What follows belongs to an exercise in optimizing a design on an open flow for small area; a production flow would make more cautious choices.
No activity file was given, so power comes from the tool's default toggle rates.

==> trial 65 <==
==> flow/design.v (excerpt) <==
module u16x8_core (
    input  wire         clk,
    input  wire         rst,         
    input  wire         in_valid,
    input  wire [3:0]   op,
    input  wire [127:0] a,
    input  wire [127:0] b,
    input  wire [31:0]  count,
    output reg          out_valid,
    output reg  [127:0] r,
    output wire         err,
    output reg  [1:0]   cause
);
    wire is_con = (op == 4'h0);
    wire is_min = (op == 4'h1);
    wire is_max = (op == 4'h2);
    wire is_lt  = (op == 4'h3);
    wire is_le  = (op == 4'h4);
    wire is_shr = (op == 4'h5);
    wire is_add = (op == 4'h6);
    wire is_sub = (op == 4'h7);
    wire is_flp = (op == 4'h8);
    wire is_ill = op[3] & (|op[2:0]);
    wire count_neg = count[31];
    wire count_big = |count[30:4];
    wire [3:0] sh = count[3:0] & {4{is_shr}};
    wire inv = ~(op[2] & op[1]) | op[0];
    wire cin = op[0];
    wire pass_x = is_con | is_flp | (is_shr & ~count_neg & ~count_big);
    wire [3:0] d = 4'b0001 << sh[1:0];
    wire [3:0] e = 4'b0001 << sh[3:2];
    genvar i;
    generate
        for (i = 0; i < 8; i = i + 1) begin : g_lane
            wire [15:0] x  = a[16*i +: 16];
            wire [15:0] y  = b[16*i +: 16];
            wire [15:0] yb = y ^ {16{inv}};
            wire [15:0] t;
            wire        co;
            wire [15:0] p = x ^ yb;
            wire [15:0] g0 = x & yb;
            wire [15:0] gi = {g0[15:1], g0[0] | (p[0] & cin)};
            wire G0_1 = gi[1] | (p[1] & gi[0]);
            wire P0_1 = p[1] & p[0];
            wire G0_3 = gi[3] | (p[3] & gi[2]);
            wire P0_3 = p[3] & p[2];
  ...
make LEC_CHECK=0 CAP_MARGIN=20 CORE_MARGIN=2 CORE_UTILIZATION=25 GPL_TIMING_DRIVEN=0 SLEW_MARGIN=20 finish   # period 5.0 ns
run.sh (not shown) runs the stock make flow with config.mk's settings and CLKGATE_MAP_FILE= SYNTH_SCRIPT=/design/flow/synth_recipe.tcl, a recipe that flattens the netlist after the stock synthesis.
==> trial 54 (differences from trial 65) <==
==> flow/design.v (replaced) <==
module u16x8_core (
    input  wire         clk,
    input  wire         rst,         
    input  wire         in_valid,
    input  wire [3:0]   op,
    input  wire [127:0] a,
    input  wire [127:0] b,
    input  wire [31:0]  count,
    output reg          out_valid,
    output reg  [127:0] r,
    output wire         err,
    output reg  [1:0]   cause
);
    wire is_con = (op == 4'h0);
    wire is_min = (op == 4'h1);
    wire is_max = (op == 4'h2);
    wire is_lt  = (op == 4'h3);
    wire is_le  = (op == 4'h4);
    wire is_shr = (op == 4'h5);
    wire is_add = (op == 4'h6);
    wire is_sub = (op == 4'h7);
    wire is_flp = (op == 4'h8);
    wire is_ill = op[3] & (|op[2:0]);
    wire count_neg = count[31];
    wire count_big = |count[30:4];
    wire [3:0] sh = count[3:0] & {4{is_shr}};
    wire inv = ~is_add;            
    wire cin = ~is_add & ~is_le;   
    wire pass_x = is_con | is_flp | (is_shr & ~count_neg & ~count_big);
    genvar i, j;
    generate
        for (i = 0; i < 8; i = i + 1) begin : g_lane
            wire [15:0] x = a[16*i +: 16];
            wire [15:0] y = b[16*i +: 16];
            wire [15:0] yb = y ^ {16{inv}};
            wire [15:0] t;
            wire co;
            assign {co, t} = {1'b0, x} + {1'b0, yb} + {16'd0, cin};
            wire [15:0] s0 = sh[0] ? {1'b0, x[15:1]}   : x;
            wire [15:0] s1 = sh[1] ? {2'b0, s0[15:2]}  : s0;
            wire [15:0] s2 = sh[2] ? {4'b0, s1[15:4]}  : s1;
            wire [15:0] xs = sh[3] ? {8'b0, s2[15:8]}  : s2;
            wire ex = pass_x | (is_min & ~co) | (is_max & co);
            wire ey = (is_min & co) | (is_max & ~co);
            wire et = is_add | (is_sub & co);
            wire k  = (is_add & co) | ((is_lt | is_le) & ~co);
            wire [15:0] xf = {xs[15] ^ is_flp, xs[14:0]};
            wire [15:0] rl = (xf & {16{ex}}) | (y & {16{ey}}) | (t & {16{et}}) | {16{k}};
            always @(posedge clk) r[16*i +: 16] <= rl;
        end
    endgenerate
    always @(posedge clk) begin
        if (rst) out_valid <= 1'b0;
        else     out_valid <= in_valid;
    end
    always @(posedge clk) begin
        cause <= {is_shr & count_neg, is_ill};
    end
    assign err = |cause;
endmodule
GPL_TIMING_DRIVEN = unset   (was 0)
==> comparison table <==
item                                                                             trial 54                    trial 65
Run status                                                                 finished clean  complete, but fails checks
Violated checks                                                                         -                setup timing
Sum of buffers and inverters on the critical path                                       6                           4
Overall die area                                                             0.0712 sq mm                0.0686 sq mm
Period utilisation layout                                                           0.957                        1.01
Clock transition at the registers of the reported paths                           0.07 ns                     0.06 ns
Worst setup margin                                                               0.214 ns                  -0.0352 ns
Clock-net power                                                                   1.52 mW                     1.34 mW
Pre-CTS worst setup slack                                                       -0.355 ns                    -1.46 ns
Mapped cell area                                                             0.0173 sq mm                0.0166 sq mm
Fraction of the yosys area taken by sequential cells                                0.152                       0.158
Fill cell instance count of the final layout                                         7035                        7057
Sum Neg Setup Slack                                                                  0 ns                  -0.0637 ns
Crit path required time                                                           5.39 ns                     5.43 ns
Worst ir drop on vdd                                                             0.290 mV                    0.284 mV
Non-clock inverter count in the final layout                                           38                          40
Detailed Route WL                                                           83800 microns              104000 microns
Number of nets in the finished design                                                3203                        3058
Data arrival time at the worst-slack endpoint                                     5.17 ns                     5.47 ns
Proportion of total power due to net switching                                      0.370                       0.406
Final total power                                                                 5.95 mW                     5.45 mW
Relative slew slack                                                                 0.268                       0.115
Crit path max fanout                                                                   13                          10
Clock Power Share                                                                   0.255                       0.246
Footprint of the multi-input gates                                           0.0140 sq mm                0.0134 sq mm
Multiplexer share of the synthesized area                                           0.157                      0.0286
Post-Route Hold Slack                                                             1.03 ns                     1.06 ns
Slowest cell on the critical path                        sky130_fd_sc_hd__clkdlybuf4s50_1    sky130_fd_sc_hd__nand3_1
No run of this note included a check of the RTL's function; only the layout flow was run.

## port drivers added, routing unchanged
Ports are ideal in the flow. The routed layouts listed here were re-timed in OpenROAD.
Step 1, drivers: a clkbuf_16 drives clk and a buf_2 each remaining input, both assumed.
Step 2 times the ports against the registers' clock, not the clock port: input delays grow and output delays shrink by t, the midpoint of the rising clock arrivals with the driver on.
Three values: ideal, step 1, step 2; two values: the first two.
run	t (ns)	setup slack, ns	hold slack, ns
trial 65	0.567	-0.035 / -0.061 / -0.628	1.057 / 1.014 / 1.581
trial 54	0.564	0.214 / 0.242 / -0.322	1.026 / 0.986 / 1.550
Met with ideal ports but missed after step 2: setup timing in trial 54. For trial 65, which loses most, drivers alone change the setup slack by -0.026 ns; drivers and shift together by -0.593 ns.
